Source: an optimization exercise on an open RTL-to-GDS flow (aim: small area). Production flows keep margins and buffers that such runs may drop. The RTL was checked by simulation tests, not by an equivalence proof against the original design. Power figures rest on the tool's default switching activity, not on a simulated workload.

--- design/flow/constraint.sdc ---
create_clock -name core_clock -period 20.0 [get_ports {clk}]
set_input_delay 4.0000 -clock core_clock [delete_from_list [all_inputs] [get_ports {clk}]]
set_output_delay 4.0000 -clock core_clock [all_outputs]
set_load 0.01 [all_outputs]
--- design/flow/config.mk ---
export PLATFORM = sky130hd
export DESIGN_NAME = io22_core
export DESIGN_NICKNAME = io22_core
export VERILOG_FILES = /design/flow/design.v
export SDC_FILE = /design/flow/constraint.sdc
export NUM_CORES = 4
export LEC_CHECK = 0
export CAP_MARGIN = 20
export CORE_MARGIN = 2
export CORE_UTILIZATION = 40
export CTS_BUF_LIST = sky130_fd_sc_hd__clkbuf_8
export CTS_CLUSTER_DIAMETER = 70
export CTS_CLUSTER_SIZE = 18
export SLEW_MARGIN = 20
--- design/flow/standard.sh ---
#!/bin/bash
# synth_recipe.tcl (not shown) runs the flow's synth.tcl, then flattens the netlist and writes it again
# the make line also repeats each setting of config.mk as NAME=value (left out here)
make -C /OpenROAD-flow-scripts/flow DESIGN_CONFIG=/design/flow/config.mk WORK_HOME=/design/flow/orfs CLKGATE_MAP_FILE= SYNTH_SCRIPT=/design/flow/synth_recipe.tcl "${@:-finish}"
--- design/flow/design.v ---
module io22_core (
    input             clk,
    input             rst,           
    input             cmd_valid,
    input             cmd_edge,
    input      [63:0] cmd_word,
    output            cmd_ready,
    output reg        done,          
    output     [31:0] result,        
    output            ser_data,
    output            ser_clk,
    output            ser_latch,
    output            oe_n
);
    localparam [3:0] C_NONE     = 4'd0,
                     C_ILLEGAL  = 4'd1,
                     C_RESERVED = 4'd2,
                     C_POSITION = 4'd3,
                     C_SYMBOL   = 4'd4,
                     C_DIGITS   = 4'd5,
                     C_MESSAGE  = 4'd6,
                     C_TIMER    = 4'd7,
                     C_SELECTOR = 4'd8,
                     C_THORDER  = 4'd9;
    localparam [1:0] ST_STOPPED = 2'd0, ST_LOW = 2'd1, ST_HIGH = 2'd2;
    function [3:0] sym_code(input [4:0] s);
        case (s)
            5'd11: sym_code = 4'd0;
            5'd12: sym_code = 4'd11;
            5'd13: sym_code = 4'd12;
            5'd14: sym_code = 4'd13;
            5'd15: sym_code = 4'd14;
            5'd16: sym_code = 4'd15;
            default: sym_code = s[3:0];
        endcase
    endfunction
    function [3:0] msg_code(input [1:0] m, input [1:0] p);
        case ({m, p})
            4'b01_10: msg_code = 4'd0;
            4'b01_11: msg_code = 4'd11;
            4'b10_01: msg_code = 4'd0;
            4'b10_10: msg_code = 4'd12;
            4'b10_11: msg_code = 4'd12;
            4'b11_01: msg_code = 4'd13;
            4'b11_10: msg_code = 4'd14;
            4'b11_11: msg_code = 4'd14;
            default:  msg_code = 4'd10;
        endcase
    endfunction
    function [2:0] sub3(input [2:0] a, input [2:0] b);
        reg br0, br1;
        begin
            br0 = !a[0] && b[0];
            br1 = (!a[1] && b[1]) || (!(a[1] ^ b[1]) && br0);
            sub3 = {a[2] ^ b[2] ^ br1, a[1] ^ b[1] ^ br0, a[0] ^ b[0]};
        end
    endfunction
    function [3:0] dd(input [3:0] x);
        case (x)
            4'd5: dd = 4'd8;
            4'd6: dd = 4'd9;
            4'd7: dd = 4'd10;
            4'd8: dd = 4'd11;
            4'd9: dd = 4'd12;
            default: dd = x;
        endcase
    endfunction
    wire [7:0]  op = cmd_word[63:56];
    wire [7:0]  fa = cmd_word[55:48];
    wire [7:0]  fb = cmd_word[47:40];
    wire [7:0]  fc = cmd_word[39:32];
    wire [31:0] ft = cmd_word[31:0];
    wire a0 = (fa == 8'd0);
    wire b0 = (fb == 8'd0);
    wire t0 = (ft == 32'd0);
    wire a_ge3 = (fa[7:2] != 6'd0) || (fa[1] && fa[0]);
    wire a_ge4 = (fa[7:2] != 6'd0);
    wire a_ge7 = (fa[7:3] != 5'd0) || (fa[2:0] == 3'd7);
    wire a_ge8 = (fa[7:3] != 5'd0);
    wire b_ge17 = (fb[7:5] != 3'd0) || (fb[4] && fb[3:0] != 4'd0);
    wire a_dig_bad = a0 || a_ge8 || (fa[2] && fa[1:0] != 2'd0);
    reg       legal;
    reg       reserved_bad;
    reg [3:0] range_cause;
    always @* begin
        legal        = 1'b1;
        reserved_bad = 1'b0;
        range_cause  = C_NONE;
        case (op)
            8'h10: begin reserved_bad = !t0;
                         if (a_ge4) range_cause = C_POSITION;
                         else if (b_ge17) range_cause = C_SYMBOL; end
            8'h11: begin reserved_bad = !b0 || (ft[31:16] != 16'd0);
                         if (a_dig_bad) range_cause = C_DIGITS; end
            8'h12: begin reserved_bad = !b0 || !t0;
                         if (a_ge4) range_cause = C_MESSAGE; end
            8'h13: reserved_bad = (fa[7:1] != 7'd0) || !b0 || !t0;
            8'h14: reserved_bad = !a0 || !b0 || !t0;
            8'h15: begin reserved_bad = !b0 || !t0;
                         if (a_ge4) range_cause = C_POSITION; end
            8'h20: reserved_bad = !t0;
            8'h21: reserved_bad = (fb[7:1] != 7'd0) || !t0;
            8'h22, 8'h23, 8'h24: reserved_bad = !b0 || !t0;
            8'h25, 8'h26, 8'h30: reserved_bad = !a0 || !b0 || !t0;
            8'h40: if (a_ge8) range_cause = C_TIMER;
            8'h41, 8'h42, 8'h44: begin reserved_bad = !b0;
                         if (a_ge8) range_cause = C_TIMER; end
            8'h43, 8'h45: begin reserved_bad = !b0 || !t0;
                         if (a_ge8) range_cause = C_TIMER; end
            8'h51: reserved_bad = !a0 || !b0;
            8'h52: begin reserved_bad = !b0;
                         if (a_ge3) range_cause = C_SELECTOR; end
            8'h53: begin reserved_bad = !b0 || !t0;
                         if (a_ge7) range_cause = C_SELECTOR; end
            8'h60: reserved_bad = !a0 || !b0 || !t0;
            default: legal = 1'b0;
        endcase
        if (fc != 8'd0) reserved_bad = 1'b1;
    end
    wire [3:0] cmd_cause = !legal       ? C_ILLEGAL  :
                           reserved_bad ? C_RESERVED : range_cause;
    reg [7:0]   cnt;                  
    reg         clr;                  
    reg [63:0]  to0, to1, to2, to3;
    reg [63:0]  st0, st1, st2, st3;
    reg [63:0]  mk_l;
    reg [31:0]  last_l, acc_l;        
    reg [31:0]  thl_l, thu_l, ths_l;  
    reg [31:0]  res_l;                
    reg [7:0]   ta_l;                 
    reg [15:0]  dl;
    reg [3:0]   cc;                   
    reg         dd_f, dd_c, dd_q;     
    reg         dp1, dp2;
    reg         colon;
    reg [7:0]   rb_l;                 
    reg         oe;
    reg [1:0]   f_state;
    reg         fault;
    reg [3:0]   cause;
    reg         busy;                 
    reg         pv;                   
    reg [1:0]   ph;                   
    reg         rdy;
    reg         exp_r;                
    reg         bw1, bw2, cy2, bw3;   
    reg         g_sil, g_lu, g_us, g_sps_lt, g_sps_gt, g_spu, g_spl;
    reg         ser_data_r, ser_clk_r, ser_latch_r;
    assign result    = res_l;
    assign ser_data  = ser_data_r;
    assign ser_clk   = ser_clk_r;
    assign ser_latch = ser_latch_r;
    assign oe_n      = oe;
    wire [4:0] bi    = cnt[4:0];
    wire [2:0] wi    = cnt[7:5];
    wire       first = (bi == 5'd0);
    wire       lastb = (bi == 5'd31);
    wire [2:0] tid    = fa[2:0];
    wire is_cmd = !cmd_edge;
    wire okc    = is_cmd && !fault && (cmd_cause == C_NONE);
    wire st_sel = is_cmd && (op == 8'h60) && (fc == 8'd0) && a0 && b0 && t0;
    wire o_tcfg   = okc && (op == 8'h40);
    wire o_tstart = okc && (op == 8'h41);
    wire o_ttick  = okc && (op == 8'h42);
    wire o_tstop  = okc && (op == 8'h43);
    wire o_trem   = okc && (op == 8'h44);
    wire o_ftick  = okc && (op == 8'h51);
    wire o_refr   = okc && (op == 8'h30);
    wire o_num    = okc && (op == 8'h11);
    wire o_fset   = okc && (op == 8'h52);
    wire ex_edge  = cmd_edge && !fault;
    wire t_win = o_tcfg || o_tstart || o_ttick || o_trem;
    wire o_dbrd   = okc && (op == 8'h15);
    wire need0 = t_win || o_ftick || o_refr || o_dbrd;
    wire [1:0] eph = (ph == 2'd0 && !need0) ? (o_tstop ? 2'd1 : 2'd2) : ph;
    wire twin = (cnt[5] == tid[0]);
    wire wok = (eph == 2'd0) ? (t_win ? twin : o_refr ? (wi == 3'd7) : 1'b1) :
               (eph == 2'd1) ? twin : 1'b1;
    wire inwin = cmd_valid && !busy && !clr && ((o_num ? (cnt == 8'd0) : first) || pv);
    wire fire  = inwin && wok;
    wire fin   = ((eph != 2'd0) && !(o_num && wi != 3'd7)) || o_refr || o_trem || o_tcfg || o_tstart;
    wire accept = rdy && cmd_valid;
    assign cmd_ready = rdy;
    wire p0 = fire && (eph == 2'd0);
    wire slot = fire && twin && (bi[4:3] == tid[2:1]);
    wire p1 = slot && (eph == 2'd1 || (eph == 2'd0 && (o_tcfg || o_tstart)));
    wire p2 = fire && fin;
    wire [4:0] tidx = o_num ? {1'b0, ~cnt[7:4]} : bi;
    wire tbit  = ft[tidx];
    wire bbit  = fb[cnt[2:0]];
    wire sp_i  = (bi[4:1] != 4'hF) && acc_l[2];
    reg to_t, st_t;
    always @* begin
        case (tid[2:1])
            2'd0: begin to_t = to0[0]; st_t = st0[0]; end
            2'd1: begin to_t = to1[0]; st_t = st1[0]; end
            2'd2: begin to_t = to2[0]; st_t = st2[0]; end
            default: begin to_t = to3[0]; st_t = st3[0]; end
        endcase
    end
    wire x1    = t_win ? st_t : last_l[0];
    wire bw1_e = !first && bw1;
    wire d_i   = tbit ^ x1 ^ bw1_e;
    wire bw1_n = (!tbit && x1) || (!(tbit ^ x1) && bw1_e);
    wire cy2_e = !first && cy2;
    wire s_i   = acc_l[0] ^ d_i ^ cy2_e;
    wire cy2_n = (acc_l[0] && d_i) || ((acc_l[0] ^ d_i) && cy2_e);
    wire bw3_e = !first && bw3;
    wire n_i   = s_i ^ sp_i ^ bw3_e;
    wire bw3_n = (!s_i && sp_i) || (!(s_i ^ sp_i) && bw3_e);
    wire bw2_e = !first && bw2;
    wire r_i   = to_t ^ d_i ^ bw2_e;
    wire bw2_n = (!to_t && d_i) || (!(to_t ^ d_i) && bw2_e);
    function gtn(input a, input b, input g);
        gtn = (a && !b) || ((a || !b) && g);
    endfunction
    wire nf = !first;
    wire g_sil_n    = gtn(d_i,      ths_l[0], nf && g_sil);
    wire g_lu_n     = gtn(thu_l[0], thl_l[0], nf && g_lu);
    wire g_us_n     = gtn(ths_l[0], thu_l[0], nf && g_us);
    wire g_sps_lt_n = gtn(ths_l[0], sp_i,     nf && g_sps_lt);
    wire g_sps_gt_n = gtn(sp_i,     ths_l[0], nf && g_sps_gt);
    wire g_spu_n    = gtn(sp_i,     thu_l[0], nf && g_spu);
    wire g_spl_n    = gtn(thl_l[0], sp_i,     nf && g_spl);
    reg [1:0] fsn;
    always @* begin
        fsn = f_state;
        if (g_sil_n)
            fsn = ST_STOPPED;
        else begin
            case (f_state)
                ST_STOPPED: if (g_sps_lt_n) fsn = g_spu_n ? ST_LOW : ST_HIGH;
                ST_LOW:     if (g_spl_n) fsn = ST_HIGH;
                            else if (g_sps_gt_n) fsn = ST_STOPPED;
                ST_HIGH:    if (g_sps_gt_n) fsn = ST_STOPPED;
                            else if (g_spu_n) fsn = ST_LOW;
                default:    fsn = f_state;
            endcase
        end
    end
    wire order_ok = g_lu_n && g_us_n;
    localparam [31:0] TH_L0 = 32'd10000, TH_U0 = 32'd20000, TH_S0 = 32'd500000;
    wire [2:0] rmi = a_ge8 ? 3'd0 : fa[2:0];      
    wire [1:0] psel = busy ? cnt[7:6] : fa[1:0];
    localparam [15:0] G0 = 16'hCC12, G1 = 16'hFC60, G2 = 16'hF404, G3 = 16'h5C92,
                      G4 = 16'h8483, G9 = 16'hCC8E, G10 = 16'h86BA;
    wire [15:0] gl = {5'b00100, G10[cc], G9[cc], 4'b0000, G4[cc], G3[cc], G2[cc], G1[cc], G0[cc]};
    wire dp_s = (psel == 2'd1) ? dp1 : (psel == 2'd2) ? dp2 : 1'b1;
    wire [15:0] dbv = {psel == 2'd3, psel == 2'd0, dp_s, psel == 2'd2, psel == 2'd1,
                       gl[10:9], 4'b0000, gl[4:0]};
    wire [4:0] fk   = cnt[5:1];
    wire [4:0] vidx = busy ? {fk[4:3], ~fk[2:0]} : (op[0] && op[5]) ? {2'b10, rmi} : bi;
    wire [2:0] rbi = sub3(vidx[2:0], cnt[2:0]);
    wire vbit = vidx[4] ? rb_l[rbi] : dbv[vidx[3:0]];
    wire [7:0] stat  = {1'b0, colon, oe, fault, cause};
    wire lowbyte = (bi[4:3] == 2'd0);
    wire [2:0] j3 = cnt[2:0];
    wire [2:0] tai = sub3(tid, j3);
    wire act_t   = ta_l[tai];
    wire faj     = fa[j3];
    reg rbit;
    always @* begin
        rbit = 1'b0;
        if (st_sel)
            rbit = lowbyte && stat[bi[2:0]];
        else if (okc) begin
            case (op)
                8'h14: rbit = first && !colon;
                8'h15: rbit = !bi[4] && vbit;
                8'h22: rbit = lowbyte && rb_l[0] && faj;
                8'h23: rbit = first && vbit;
                8'h24: rbit = lowbyte && rmj;
                8'h42: rbit = first && act_t && !exp_r;
                8'h44: rbit = !act_t || r_i;
                8'h45: rbit = first && act_t;
                8'h51: rbit = (bi[4:1] == 4'd0) && f_state[bi[0]];
                8'h53: case (fa[2:0])
                           3'd0: rbit = thl_l[0];
                           3'd1: rbit = thu_l[0];
                           3'd2: rbit = ths_l[0];
                           3'd3: rbit = sp_i;
                           3'd4: rbit = acc_l[0];
                           3'd5: rbit = last_l[0];
                           default: rbit = (bi[4:1] == 4'd0) && f_state[bi[0]];
                       endcase
                default: rbit = 1'b0;
            endcase
        end
    end
    wire wr_to  = p0 && o_tcfg;
    wire wr_st  = p0 && o_tstart;
    wire wr_mk  = p1 && o_tcfg;
    wire [1:0] tq = tid[2:1];
    wire wr_acc = p2 && ex_edge;
    wire wr_th  = p2 && o_fset;
    wire wr_res = p2 && is_cmd;
    always @(posedge clk) begin
        to0    <= {clr ? 1'b0 : (wr_to && tq == 2'd0) ? tbit : to0[0], to0[63:1]};
        to1    <= {clr ? 1'b0 : (wr_to && tq == 2'd1) ? tbit : to1[0], to1[63:1]};
        to2    <= {clr ? 1'b0 : (wr_to && tq == 2'd2) ? tbit : to2[0], to2[63:1]};
        to3    <= {clr ? 1'b0 : (wr_to && tq == 2'd3) ? tbit : to3[0], to3[63:1]};
        st0    <= {(wr_st && tq == 2'd0) ? tbit : st0[0], st0[63:1]};
        st1    <= {(wr_st && tq == 2'd1) ? tbit : st1[0], st1[63:1]};
        st2    <= {(wr_st && tq == 2'd2) ? tbit : st2[0], st2[63:1]};
        st3    <= {(wr_st && tq == 2'd3) ? tbit : st3[0], st3[63:1]};
        mk_l   <= {clr ? 1'b0 : wr_mk ? bbit : mk_l[0], mk_l[63:1]};
        acc_l  <= {clr ? 1'b0 : wr_acc ? n_i : acc_l[0], acc_l[31:1]};
        last_l <= {clr ? 1'b0 : wr_acc ? tbit : last_l[0], last_l[31:1]};
        thl_l  <= {clr ? TH_L0[bi] : (wr_th && fa[1:0] == 2'd0) ? tbit : thl_l[0], thl_l[31:1]};
        thu_l  <= {clr ? TH_U0[bi] : (wr_th && fa[1:0] == 2'd1) ? tbit : thu_l[0], thu_l[31:1]};
        ths_l  <= {clr ? TH_S0[bi] : (wr_th && fa[1:0] == 2'd2) ? tbit : ths_l[0], ths_l[31:1]};
        res_l  <= {wr_res ? rbit : res_l[0], res_l[31:1]};
        bw1 <= bw1_n; cy2 <= cy2_n; bw3 <= bw3_n; bw2 <= bw2_n;
        g_sil <= g_sil_n; g_lu <= g_lu_n; g_us <= g_us_n;
        g_sps_lt <= g_sps_lt_n; g_sps_gt <= g_sps_gt_n;
        g_spu <= g_spu_n; g_spl <= g_spl_n;
    end
    wire colon_en = (op == 8'h13) ? fa[0] : !colon;
    wire [2:0] nd = fa[2:0];            
    wire [1:0] dj = cnt[1:0];                  
    wire [1:0] dp = ~cnt[3:2];                 
    wire [3:0] scode = sym_code(fb[4:0]);
    wire [3:0] mcode = msg_code(fa[1:0], dp);
    wire inch = nd[2] || (nd[1] && nd[0] && dp != 2'd3) || (nd[1] && !nd[0] && !dp[1]) ||
                (!nd[1] && nd[0] && dp == 2'd0);
    wire [1:0] ndm1 = {nd[2] || (nd[1] && nd[0]), nd[2] || (nd[1] && !nd[0])};
    wire isp  = (dp == ndm1) && (dj == 2'd0);
    wire ge5  = dl[3] || (dl[2] && (dl[1] || dl[0]));
    wire ddf  = (dj == 2'd0) ? ge5 : dd_f;
    wire dda  = ddf && !dj[1];
    wire ddc  = (dj != 2'd0) && dd_c;
    wire dds  = dl[0] ^ dda ^ ddc;
    wire ddco = (dl[0] && dda) || ((dl[0] || dda) && ddc);
    wire nnew = isp ? tbit : (cnt[7:4] == 4'd0) ? 1'b0 : dd_q;
    wire wnum = fire && o_num && inch;
    wire wdig = p2 && okc && (op == 8'h10) && (dp == fa[1:0]);
    wire wmsg = p2 && okc && (op == 8'h12);
    wire dl_in = clr ? cnt[0] : wnum ? nnew : wdig ? scode[dj] : wmsg ? mcode[dj] : dl[0];
    wire [1:0] pl = (busy || o_refr) ? (cnt[7:6] + {1'b0, cnt[5] && cnt[4]}) : fa[1:0];
    wire rmj = (rmi == j3);
    reg rb_in, ta_in;
    always @* begin
        rb_in = rb_l[0];
        if (clr)
            rb_in = 1'b0;
        else if (p2 && okc && op == 8'h20)
            rb_in = faj ? fb[j3] : rb_l[0];
        else if (p2 && okc && op == 8'h21)
            rb_in = rmj ? fb[0] : rb_l[0];
        else if (p1 && mk_l[0]) begin
            if (o_tstart) rb_in = 1'b1;
            if (o_tstop || (o_ttick && exp_r)) rb_in = 1'b0;
        end
        ta_in = ta_l[0];
        if (clr)
            ta_in = 1'b0;
        else if (p2 && j3 == tid) begin
            if (o_tcfg || o_tstop || (o_ttick && exp_r)) ta_in = 1'b0;
            if (o_tstart) ta_in = 1'b1;
        end
    end
    always @(posedge clk) begin
        rb_l <= {rb_in, rb_l[7:1]};
        ta_l <= {ta_in, ta_l[7:1]};
        dl   <= {dl_in, dl[15:1]};
        dd_f <= ddf;
        dd_c <= ddco;
        dd_q <= dds;
        if (cnt[3:0] == {~pl, 2'b00}) cc <= dl[3:0];
    end
    always @(posedge clk) begin
        if (rst) begin
            cnt      <= 8'd0;
            clr      <= 1'b1;
            dp1 <= 1'b1; dp2 <= 1'b1;
            colon    <= 1'b0;
            oe       <= 1'b1;
            f_state  <= ST_STOPPED;
            fault    <= 1'b0;
            cause    <= C_NONE;
            busy     <= 1'b0;
            pv       <= 1'b0;
            ph       <= 2'd0;
            rdy      <= 1'b0;
            done     <= 1'b0;
            ser_data_r  <= 1'b0;
            ser_clk_r   <= 1'b0;
            ser_latch_r <= 1'b1;
        end else begin
            cnt  <= cnt + 8'd1;
            if (cnt[5:0] == 6'h3F) clr <= 1'b0;
            pv   <= inwin && !accept;
            rdy  <= fire && fin && (bi == 5'd30);
            done <= (accept && is_cmd && !o_refr) || (busy && cnt == 8'hFF);
            ser_latch_r <= !(busy && !(cnt[5] && cnt[4]));
            ser_clk_r   <= busy && !(cnt[5] && cnt[4]) && cnt[0];
            ser_data_r  <= busy && !(cnt[5] && cnt[4]) && vbit;
            if (busy && cnt == 8'hFF) busy <= 1'b0;
            if (accept)
                ph <= 2'd0;
            else if (fire && lastb && !fin)
                ph <= o_ttick ? 2'd1 : 2'd2;
            if (p0 && lastb) begin
                if (o_ttick) exp_r <= act_t && bw2_n;
                if (o_ftick) begin
                    if (order_ok) f_state <= fsn;
                    else begin fault <= 1'b1; cause <= C_THORDER; end
                end
            end
            if (accept && is_cmd) begin
                if (fault) begin
                end else if (cmd_cause != C_NONE) begin
                    fault <= 1'b1;
                    cause <= cmd_cause;
                end else begin
                    case (op)
                        8'h10: begin
                            if (fa[1:0] == 2'd1) dp1 <= 1'b1;
                            if (fa[1:0] == 2'd2) dp2 <= 1'b1;
                        end
                        8'h11: begin
                            if (nd[2] || nd[1]) dp1 <= 1'b1;
                            if (nd[2] || (nd[1] && nd[0])) dp2 <= 1'b1;
                        end
                        8'h12: begin
                            dp1 <= 1'b1; dp2 <= 1'b1;
                        end
                        8'h13, 8'h14: begin
                            dp1   <= !colon_en;
                            dp2   <= !colon_en;
                            colon <= colon_en;
                        end
                        8'h25: oe <= 1'b0;
                        8'h26: oe <= 1'b1;
                        8'h30: busy <= 1'b1;
                        default: ;
                    endcase
                end
            end
        end
    end
endmodule
--- design/flow/flow/run.sh ---
#!/bin/bash
set -euo pipefail
export BUFFER_PORTS_ARGS="-buffer_cell sky130_fd_sc_hd__buf_1"
bash standard.sh > standard_flow.log 2>&1
==> impl_metrics.ini, run 1 <==
[cells_and_area]
final_cells = 2534
num-nets-final = 1871
drive_gt1_share_pct = 7.615
post-route-cell-area_um2 = 24460
fillers = 5084
layout_common_cells = dfxtp_1 (843), buf_1 (105), nor2_1 (91)
area_delta_synth_final_pct = 9.538
diodes = 0
utilization_pct = 44.39
final_common_cell = dfxtp_1

[clock_network]
cts_setup_buffers = 0
clk_pin_slew_ns = 0.11
cts_htree_levels = 2
clock-sinks = 848
clk_path_buf_depth = 3
cts_resized = 0
cts_hold_buf = 0
clock_latency_ns = 0.67
cts_root_buffer = clkbuf_8
cts_tree = built
cts_buffers = 56

[logic_synthesis]
syn-num-nets = 1750
synth-edff-count = 5
synth_ff_type = dfxtp_1
synth_cell_types = 97
synth_top_cell_by_area = dfxtp_1
synth_seq_area_share_pct = 76.26
synthArstFlopShare_pct = 0
syn_inst = 1656
synth_top_area_share_pct = 75.58
synth_seq_cells = 848
syn_avg_cell_area_um2 = 13.48
yosysWarnings = 1
ys_top_cells_by_area = dfxtp_1 (76%), nor2_1 (1.5%), nand2_1 (1.2%), mux4_2 (1.1%), ha_1 (1.1%)
synth_area_um2 = 22330

[run]
cap_violations = 0

[min_path]
min_path_type = flop to flop

[timing]
rsz0062_at_grt = no
hold_ws_ns = 0.3101
worstMarginPinSlew_ns = 1.114
post-route-period-util_pct = 51.26
setup_tns_ns = 0
setup_ws_ns = 9.748
maxSlewViolCount = 0
fin_worst_skew_ns = 0.03238
setup_viol = 0
fmax_mhz = 97.54
period_needed_ns = 10.25
hold_viol = 0
relSlewSlack_pct = 25.56

[place]
hpwlAfterDp_um = 31290
portBuffers = 105
place_inst = 2467
place_area_um2 = 23560
dp_slack_ns = 9.087
place_congestion = 0.8860

[drt]
drcViolationCount = 0
ant_nets = 0
vias = 12197
post_drt_wl_per_cell_um = 18.03
wl_um = 45690
drt_iter0_markers = 716
dr.pass1.iters = 5
vias_per_cell = 4.813

[worst_setup_path]
crit_path_max_incr_delay_ns = 0.66
critPathSlowestCell = or4b_1
worstPathCellList = buf_1 > or4b_1 > nor2_1 > a2bb2oi_1 > nand3_1 > o2111a_1 > mux2i_1 > a2111oi_1 > or4_4 > a211oi_4 > nand2_4 > a2111o_1 > fa_1 > inv_1 > fa_1 > a21oi_1 > o21ai_0 > o2111ai_1 > o2bb2ai_1 > mux2_2
crit_top_cell = fa_1
endpoint_kind = flop
cp.arrival_ns = 10.82
crit_fanout = 20
worstSetupPathType = input pin to flop
cp-start-kind = input pin
crit_required_ns = 20.57

[die]
die_w_um = 240.3
die_h_um = 240.3
core_area_um2 = 55090
die_area_um2 = 57720
ios = 106
rows = 86
start_util_pct = 40.53

[power]
powerDensity_nw_per_um2 = 104.7
sw_frac_of_total_pct = 21.57
comb_power_share_pct = 4.0
p_sw_mw = 0.5525
peakVddDrop_v = 0.00007155
fin_total_pwr_mw = 2.561
p_leak_nw = 9.242
seq_power_share_pct = 66.6
p_clk_share_pct = 29.3
p_int_mw = 2.008

[grt]
overflow = 0
grt_start_max_net_pins = 33
track_usage_pct = 16.09
grt_pass1_vias = 11950
grt_antenna_before_repair = 1
grt_pass1_wl_um = 70720

[outcome]
status = finished clean
-- power by group through the flow --
stage,Sequential (mW),Clock (mW),Combinational [mW]
after floorplan,1.74,0,0.0651
after global placement,1.75,0,0.101
after detailed placement,1.75,0,0.102
after CTS,1.71,0.796,0.103
after global routing,1.71,0.852,0.113
final,1.71,0.751,0.104
-- worst max-delay path, delay by kind of cell --
kind            cells  cell delay, ns
compound gates      9            2.28
mux                 2            0.54
buf+inv             2            0.76
fa+ha+maj           2            1.14
simple gates        5            2.06
-- cell usage after synthesis (5+ instances only) --
library cell	number
nor4b_1	7
buf_1	13
o221ai_1	11
nor2_1	91
nand3_1	41
o211ai_1	7
and3_1	9
o21ai_0	45
a21oi_1	42
a21o_1	5
nand2_1	70
o21a_1	5
inv_1	46
nor3b_1	5
a22oi_1	11
o2111ai_1	7
mux2_2	10
buf_2	9
a211oi_1	10
nor4_1	16
fa_1	7
or4_1	8
nand4_1	9
and2_1	14
a31oi_1	13
dfxtp_1	843
a21boi_0	5
or3_1	11
nand2b_1	16
ha_1	19
xor2_1	5
nor2b_1	10
xnor2_1	18
clkbuf_1	39
edfxtp_1	5
mux4_2	11
nor3_1	29
mux2i_1	22
-- state kept, by name, indices dropped and copies added, names as in the netlist, 64 cells and up --
| register | count |
|---|---|
| to2 | 64 |
| st3 | 64 |
| st2 | 64 |
| mk_l | 64 |
| to3 | 64 |
| st0 | 64 |
| st1 | 64 |
| to0 | 64 |
| to1 | 64 |
-- logic make-up (layout without fill, tap and decap cells) --
| logic type | Yosys count | after routing | share of synthesized area [%] |
|---|---|---|---|
| AO/OA/AOI/OAI | 234 | 234 | 7.593 |
| XOR/XNOR | 23 | 23 | 0.9022 |
| adder cells (fa/ha/maj) | 29 | 29 | 1.827 |
| buffers and inverters | 109 | 239 | 1.917 |
| flip-flops | 848 | 848 | 76.26 |
| multiplexers | 45 | 45 | 2.780 |
| AND/OR/NAND/NOR | 368 | 368 | 8.725 |
-- final cells by class --
| cell class | count | area (µm²) | area share [%] |
|---|---|---|---|
| Inverter | 47 | 176.4 | 0.7213 |
| Clock inverter | 9 | 101.3 | 0.4144 |
| Sequential cell | 848 | 17030 | 69.62 |
| Clock buffer | 58 | 798.3 | 3.264 |
| Multi-Input combinational cell | 699 | 4875 | 19.93 |
| Timing Repair Buffer | 125 | 544.3 | 2.225 |
| Tap cell | 748 | 935.9 | 3.827 |
-- layer usage --
| metal | up-vias | part of all wire, % | global-route usage (%) |
|---|---|---|---|
| li1 | 5870 | - | - |
| met1 | 5927 | 50 | 24.05 |
| met2 | 320 | 41 | 22.74 |
| met3 | 78 | 5.8 | 3.731 |
| met4 | 2 | 2.6 | 5.327 |
| met5 | - | 0.024 | 0 |
-- path summary, 6_finish.rpt --
check,startpoint,cells after the start,slack [ns],to
hold / removal,to1[49],0,0.31,to1[48]
setup / recovery,cmd_word[61],20,9.75,res_l[31]
setup reg to reg,cnt[0],17,14.23,res_l[31]
hold reg to reg,to1[49],0,0.31,to1[48]
==> run 2, diff against run 1 <==
--- a/design/flow/design.v
+++ b/design/flow/design.v
@@ -26,11 +26,3 @@
     function [3:0] sym_code(input [4:0] s);
-        case (s)
-            5'd11: sym_code = 4'd0;
-            5'd12: sym_code = 4'd11;
-            5'd13: sym_code = 4'd12;
-            5'd14: sym_code = 4'd13;
-            5'd15: sym_code = 4'd14;
-            5'd16: sym_code = 4'd15;
-            default: sym_code = s[3:0];
-        endcase
+        sym_code = (s == 5'd11) ? 4'd0 : (s[3:0] | {s[4], 1'b0, s[4], s[4]});
     endfunction
@@ -39,9 +31,9 @@
             4'b01_10: msg_code = 4'd0;
-            4'b01_11: msg_code = 4'd11;
+            4'b01_11: msg_code = 4'd12;
             4'b10_01: msg_code = 4'd0;
-            4'b10_10: msg_code = 4'd12;
-            4'b10_11: msg_code = 4'd12;
-            4'b11_01: msg_code = 4'd13;
-            4'b11_10: msg_code = 4'd14;
-            4'b11_11: msg_code = 4'd14;
+            4'b10_10: msg_code = 4'd13;
+            4'b10_11: msg_code = 4'd13;
+            4'b11_01: msg_code = 4'd14;
+            4'b11_10: msg_code = 4'd15;
+            4'b11_11: msg_code = 4'd15;
             default:  msg_code = 4'd10;
@@ -244,4 +236,4 @@
     wire [1:0] psel = busy ? cnt[7:6] : fa[1:0];
-    localparam [15:0] G0 = 16'hCC12, G1 = 16'hFC60, G2 = 16'hF404, G3 = 16'h5C92,
-                      G4 = 16'h8483, G9 = 16'hCC8E, G10 = 16'h86BA;
+    localparam [15:0] G0 = 16'h9C12, G1 = 16'hFC60, G2 = 16'hEC04, G3 = 16'hB492,
+                      G4 = 16'h0C83, G9 = 16'h9C8E, G10 = 16'h0EBA;
     wire [15:0] gl = {5'b00100, G10[cc], G9[cc], 4'b0000, G4[cc], G3[cc], G2[cc], G1[cc], G0[cc]};
--- a/design/flow/config.mk
+++ b/design/flow/config.mk
@@ -11,4 +11,4 @@
 export CTS_BUF_LIST = sky130_fd_sc_hd__clkbuf_8
-export CTS_CLUSTER_DIAMETER = 70
-export CTS_CLUSTER_SIZE = 18
+export CTS_CLUSTER_DIAMETER = 80
+export CTS_CLUSTER_SIZE = 20
 export SLEW_MARGIN = 20
==> run 2 against run 1 <==
Effect of this change: total power decreased by 1.1%; register-to-register slack improved by 0.51 ns; cell area down 1.8%; synthesized cell count shrank 2.9%; critical endpoint unchanged; largest power group unchanged; highest routed layer is now met4.
==> impl_metrics.ini, run 2 <==
[outcome]
status = finished clean

[power]
peakVddDrop_v = 0.00006056
sw_frac_of_total_pct = 21.57
comb_power_share_pct = 3.7
powerDensity_nw_per_um2 = 105.6
p_sw_mw = 0.5465
p_int_mw = 1.988
p_leak_nw = 9.144
seq_power_share_pct = 67.4
p_clk_share_pct = 28.9

[drt]
ant_nets = 0
vias = 11783
drcViolationCount = 0
post_drt_wl_per_cell_um = 17.84
vias_per_cell = 4.833
drt_iter0_markers = 751
wl_um = 43500
dr.pass1.iters = 7

[logic_synthesis]
syn_avg_cell_area_um2 = 13.72
synth_top_area_share_pct = 76.48
synth_cell_types = 97
syn-num-nets = 1703
synthArstFlopShare_pct = 0
yosysWarnings = 1
syn_inst = 1608
synth_seq_area_share_pct = 77.16
synth_ff_type = dfxtp_1
yosysMostFrequentCell = dfxtp_1
ys_top_cells_by_area = dfxtp_1 (76%), nand2_1 (1.4%), nor2_1 (1.3%), a21oi_1 (1.2%), mux4_2 (1.2%)
netlist_top_cells_count = dfxtp_1 (843), nand2_1 (84), nor2_1 (74), a21oi_1 (55), o21ai_0 (47)
synth_top_cell_by_area = dfxtp_1
synth_area_um2 = 22070
synth-edff-count = 5
synth_seq_cells = 848

[die]
ios = 106
core_area_um2 = 54770
die_h_um = 238.9
die_w_um = 238.9
rows = 86
die_area_um2 = 57060
start_util_pct = 40.29

[clock_network]
cts_setup_buffers = 0
cts_resized = 0
clk_path_buf_depth = 3
clk_pin_slew_ns = 0.12
cts_hold_buf = 0
clock-sinks = 848
clock_latency_ns = 0.68
cts_tree = built
cts_htree_levels = 2
cts_buffers = 50
cts_root_buffer = clkbuf_8

[place]
place_inst = 2379
portBuffers = 105
hpwlAfterDp_um = 29150
place_congestion = 0.9043

[worst_setup_path]
crit_fanout = 14
cp-start-kind = input pin
crit_required_ns = 20.60
endpoint_kind = flop
cp.arrival_ns = 9.96
worstSetupPathType = input pin to flop

[cells_and_area]
final_common_cell = dfxtp_1
diodes = 0
multi_input_area_um2 = 4578
drive_gt1_share_pct = 7.151
fillers = 4984
layout_common_cells = dfxtp_1 (843), buf_1 (105), nand2_1 (84)
area_delta_synth_final_pct = 8.795
num-nets-final = 1822
final_cells = 2438
seq_area_um2 = 17030

[grt]
grt_antenna_before_repair = 0
grt_pass1_vias = 11771
track_usage_pct = 15.31
grt_start_max_net_pins = 30
overflow = 0
grt_pass1_wl_um = 67310

[timing]
setup_viol = 0
period_needed_ns = 9.357
maxSlewViolCount = 0
relSlewSlack_pct = 33.07
post-route-period-util_pct = 46.79
hold_viol = 0
fmax_mhz = 106.9
setup_tns_ns = 0
fin_worst_skew_ns = 0.03916
rsz0062_at_grt = no
worstMarginPinSlew_ns = 0.9948

[min_path]
min_path_type = flop to flop

[run]
cap_violations = 0
-- run 2: cell types whose count changed after synthesis, sizes merged, moves of 8 or more --
| cell | previous run | this run |
|---|---|---|
| o221ai | 11 | 3 |
| a21oi | 42 | 55 |
| nand2 | 71 | 84 |
| nor2 | 91 | 75 |
| mux2 | 10 | 1 |
| nand2b | 16 | 5 |
| nor3 | 30 | 22 |
-- run 2: path summary, 6_finish.rpt --
path	startpoint	to	slack, ns	cells past startpoint
worst max-delay path	cmd_word[52]	res_l[31]	10.64	19
worst min-delay path	acc_l[21]	acc_l[20]	0.32	0
worst min register to register	acc_l[21]	acc_l[20]	0.32	0
worst max register to register	cnt[1]	res_l[31]	14.74	16
-- run 2: final cells by class --
class	count	share of cell area [%]
Sequential cell	848	70.92
Multi-Input combinational cell	656	19.07
Tap cell	704	3.669
Clock buffer	51	2.924
Timing Repair Buffer	122	2.173
Inverter	49	0.7661
Clock inverter	8	0.4743
-- run 2: power by group through the flow --
stage / Clock (mW) / Combinational (mW) / Sequential, mW
finish: 0.732 / 0.0948 / 1.71
floorplan: 0 / 0.0619 / 1.74
global route: 0.831 / 0.103 / 1.71
CTS: 0.766 / 0.0948 / 1.71
global placement: 0 / 0.0943 / 1.75
detailed placement: 0 / 0.0942 / 1.75
-- run 2: logic make-up after synthesis --
family          after synthesis  synth area share (%)
xor+xnor                     18                0.7144
fa+ha+maj                    30                 1.905
mux                          39                 2.489
simple gates                342                 8.613
flops                       848                 77.16
compound gates              227                 7.003
buf+inv                     104                 2.115
-- run 2: worst max-delay path, cell delays in order --
cell	delay, ns
buf_1	0.10
nor4_1	0.86
a221oi_1	0.19
a311o_1	0.37
a22o_1	0.29
nor4_2	0.60
or2_1	0.42
mux2i_1	0.24
mux2i_1	0.09
o211a_1	0.22
and4b_1	0.75
fa_1	0.54
inv_1	0.14
fa_1	0.42
a21oi_1	0.15
a31oi_1	0.06
o211ai_1	0.21
o221ai_1	0.15
a21oi_1	0.15
-- run 2: metal layers --
layer / track usage [%] / up-vias / wire [µm]
met1: 20.33 / 5720 / 20410
met4: 6.667 / 0 / 1618
met3: 2.494 / 90 / 1730
met2: 24.73 / 307 / 19740
li1: - / 5666 / -
met5: 0 / - / 0
-- run 2: metrics by stage --
step                      instance area, µm²  hold slack, ns  util, %  setup WS [ns]  total power, mW
after floorplan                        22070          0.3096        -          11.59            1.806
after global placement                 23190          0.3107    42.33          9.980            1.840
after detailed placement               23190          0.3121    42.34          9.917            1.840
after CTS                              24010          0.3177    43.83          10.69            2.568
after global routing                   24010          0.3221    43.83          10.30            2.643
final                                  24010          0.3194    43.83          10.64            2.534
==> run 3, diff against run 2 <==
--- a/design/flow/config.mk
+++ b/design/flow/config.mk
@@ -11,4 +11,4 @@
 export CTS_BUF_LIST = sky130_fd_sc_hd__clkbuf_8
-export CTS_CLUSTER_DIAMETER = 80
-export CTS_CLUSTER_SIZE = 20
+export CTS_CLUSTER_DIAMETER = 70
+export CTS_CLUSTER_SIZE = 18
 export SLEW_MARGIN = 20
==> run 3 against run 2 <==
Effect of this change: sequential share of layout area fell by 0.39 points; total power is 1.6% higher; via count rose by 1.0%; flip-flop and latch count unchanged; non-clock buffer count unchanged; count of clock-buffer cells in the layout grew 7; setup slack hardly changed; sequential power barely moved; global-route usage grew 0.057 points.
==> impl_metrics.ini, run 3 <==
[place]
place_area_um2 = 23190
portBuffers = 105
hpwlAfterDp_um = 29150
place_congestion = 0.9043
place_inst = 2379

[grt]
overflow = 0
grt_antenna_before_repair = 0
grt_pass1_vias = 11966
track_usage_pct = 15.36
grt_start_max_net_pins = 30
grt_pass1_wl_um = 67840

[cells_and_area]
diodes = 0
area_delta_synth_final_pct = 9.401
post-route-cell-area_um2 = 24140
final_common_cell = dfxtp_1
layout_common_cells = dfxtp_1 (843), buf_1 (105), nand2_1 (84)
drive_gt1_share_pct = 7.732
num-nets-final = 1829
fillers = 4986
final_cells = 2450

[drt]
drcViolationCount = 0
vias = 11903
wl_um = 43600
dr.pass1.iters = 6
post_drt_wl_per_cell_um = 17.79
vias_per_cell = 4.858
drt_iter0_markers = 792
ant_nets = 0

[worst_setup_path]
crit_required_ns = 20.62
cp-start-kind = input pin
crit_top_cell = fa_1
worstReg2RegStart = cnt[1]
worstSetupPathType = input pin to flop
reg2reg_to = acc_l[31]
worstRegToRegCells = 14
cp.arrival_ns = 9.97
crit_path_max_incr_delay_ns = 0.88
critPathSlowestCell = nor4_1
crit_family = simple AND/OR/NAND/NOR gates
crit_fanout = 14
worstPathCellList = buf_1 > nor4_1 > a221oi_1 > a311o_1 > a22o_1 > nor4_2 > or2_1 > mux2i_1 > mux2i_1 > o211a_1 > and4b_1 > fa_1 > inv_1 > fa_1 > fa_1 > nand2_1 > a21oi_1
rrSetupSlack_ns = 14.78
endpoint_kind = flop
critPathBufInv = 2

[clock_network]
clock-sinks = 848
cts_root_buffer = clkbuf_8
cts_htree_levels = 2
cts_hold_buf = 0
cts_tree = built
clock_latency_ns = 0.68
clk_path_buf_depth = 3
cts_setup_buffers = 0
cts_buffers = 57
cts_resized = 0
clk_pin_slew_ns = 0.10

[timing]
setup_tns_ns = 0
fin_worst_skew_ns = 0.01994
maxSlewViolCount = 0
period_needed_ns = 9.357
rsz0062_at_grt = no
fmax_mhz = 106.9
hold_viol = 0
relSlewSlack_pct = 31.06
setup_viol = 0
worstMarginPinSlew_ns = 1.025
post-route-period-util_pct = 46.78
hold_ws_ns = 0.3182

[power]
fin_total_pwr_mw = 2.576
powerDensity_nw_per_um2 = 106.7
peakVddDrop_v = 0.00006744
p_clk_share_pct = 30.1
comb_power_share_pct = 3.7
p_int_mw = 2.010
seq_power_share_pct = 66.3
p_leak_nw = 9.209
p_sw_mw = 0.5659
sw_frac_of_total_pct = 21.97

[logic_synthesis]
synth_xor_xnor_area_share_pct = 0.7144
synth_cell_types = 97
synth_seq_cells = 848
syn_inst = 1608
syn_avg_cell_area_um2 = 13.72
yosys.area_share.simple_pct = 8.613
synth-edff-count = 5
synth_fa_ha_area_share_pct = 1.905
synth_ff_type = dfxtp_1
yosysMostFrequentCell = dfxtp_1
netlist_top_cells_count = dfxtp_1 (843), nand2_1 (84), nor2_1 (74), a21oi_1 (55), o21ai_0 (47)
yosysWarnings = 1
synthArstFlopShare_pct = 0
synth_top_cell_by_area = dfxtp_1
synth_seq_area_share_pct = 77.16
synth_top_family_by_area = simple AND/OR/NAND/NOR gates
synth_compound_area_share_pct = 7.003
synthMuxAreaShare_pct = 2.489
syn-num-nets = 1703
synth_area_um2 = 22070
ys_top_cells_by_area = dfxtp_1 (76%), nand2_1 (1.4%), nor2_1 (1.3%), a21oi_1 (1.2%), mux4_2 (1.2%)
synth_top_area_share_pct = 76.48

[die]
start_util_pct = 40.29
die_h_um = 238.9
core_area_um2 = 54770
die_area_um2 = 57060
die_w_um = 238.9
rows = 86
ios = 106

[min_path]
holdPathEnd = to3[5]
hold_start = to3[6]
min_path_type = flop to flop
holdPathStages = 0

[outcome]
status = finished clean

[run]
cap_violations = 0
## run 3: cell counts after synthesis
No cell type changed its count.
## run 3: area by class of cell
class | instances | area (µm²) | area share (%)
inverter | 49 | 183.9 | 0.7619
tap | 704 | 880.8 | 3.649
clock inverter | 13 | 151.4 | 0.6271
timing repair buffer | 122 | 521.8 | 2.161
multi-input combinational | 656 | 4578 | 18.96
clock buffer | 58 | 798.3 | 3.307
sequential | 848 | 17030 | 70.53
## run 3: metrics by stage
stage,utilization (%),setup slack [ns]
5_1_grt,44.08,10.32
3_5_place_dp,42.34,9.917
4_1_cts,44.08,10.69
6_report,44.08,10.64
2_1_floorplan,-,11.59
3_3_place_gp,42.33,9.980
## run 3: logic make-up (layout without fill, tap and decap cells)
kind of cell,Yosys count,count (layout)
AO/OA/AOI/OAI,227,227
multiplexers,39,39
buffers and inverters,104,242
XOR/XNOR,18,18
adder cells (fa/ha/maj),30,30
flip-flops,848,848
AND/OR/NAND/NOR,342,342
## run 3: worst max path at each step
stage | start | to | slack [ns] | cells past startpoint
after floorplan | cmd_word[52] | acc_l[31] | 11.59 | 19
after global placement | cmd_word[52] | acc_l[31] | 9.98 | 17
after detailed placement | cmd_word[52] | acc_l[31] | 9.92 | 17
after CTS | cmd_word[52] | acc_l[31] | 10.69 | 17
after global routing | cmd_word[52] | res_l[31] | 10.32 | 19
final | cmd_word[52] | acc_l[31] | 10.64 | 17
## run 3: worst register-to-register path, delay by kind of cell (launching register included)
family | cells | cell delay [ns]
compound gates | 3 | 0.75
fa+ha+maj | 3 | 1.53
buf+inv | 3 | 1.04
flops | 1 | 0.32
mux | 2 | 0.33
simple gates | 3 | 1.18
## run 3: metal layers
metal  vias up  global-route usage (%)  part of all wire [%]
li1       5692                       -                     -
met1      5799                   20.34                    46
met2       312                   24.84                    46
met3       100                   2.517                   4.5
met4         0                   6.799                   3.8
met5         -                       0                     0
## run 3: power groups by stage
stage	sequential, mW	clock [mW]	combinational [mW]
3_3_place_gp	1.75	0	0.0943
3_5_place_dp	1.75	0	0.0942
2_1_floorplan	1.74	0	0.0619
6_report	1.71	0.775	0.0946
4_1_cts	1.71	0.813	0.0947
5_1_grt	1.71	0.877	0.103

-- separate check: timing with driven ports --
The flow's constraints put no driver on any port. The routed layouts listed below were extracted and timed again, unchanged, in two steps.
Step 1: set_driving_cell puts a clkbuf_16 on clk and a buf_2 on each other input, an assumption about the parent block.
Step 2, shift: input delay + t, output delay - t, t = (earliest + latest rising clock arrival at the registers) / 2. This alone moves slack from input paths to output paths.
Slacks: ideal ports / drivers / drivers and shift; pairs: ideal ports / drivers.
| run | t, ns | slack for setup (ns) | slew at the worst register clock pin (ns) | worst slew at a driven data input, ns | pins driven straight from the clock port |
|---|---|---|---|---|---|
| run 1 | 0.714 | 9.748 / 9.779 / 9.065 | 0.11 / 0.11 | 0.08 | 1 |
| run 2 | 0.705 | 10.643 / 10.669 / 9.965 | 0.13 / 0.13 | 0.04 | 1 |
| run 3 | 0.722 | 10.643 / 10.674 / 9.952 | 0.11 / 0.11 | 0.04 | 1 |
After both steps setup and hold are still met in every run listed. The setup slack of run 3, which loses most, moves by +0.031 ns with the drivers and by -0.691 ns with both steps.
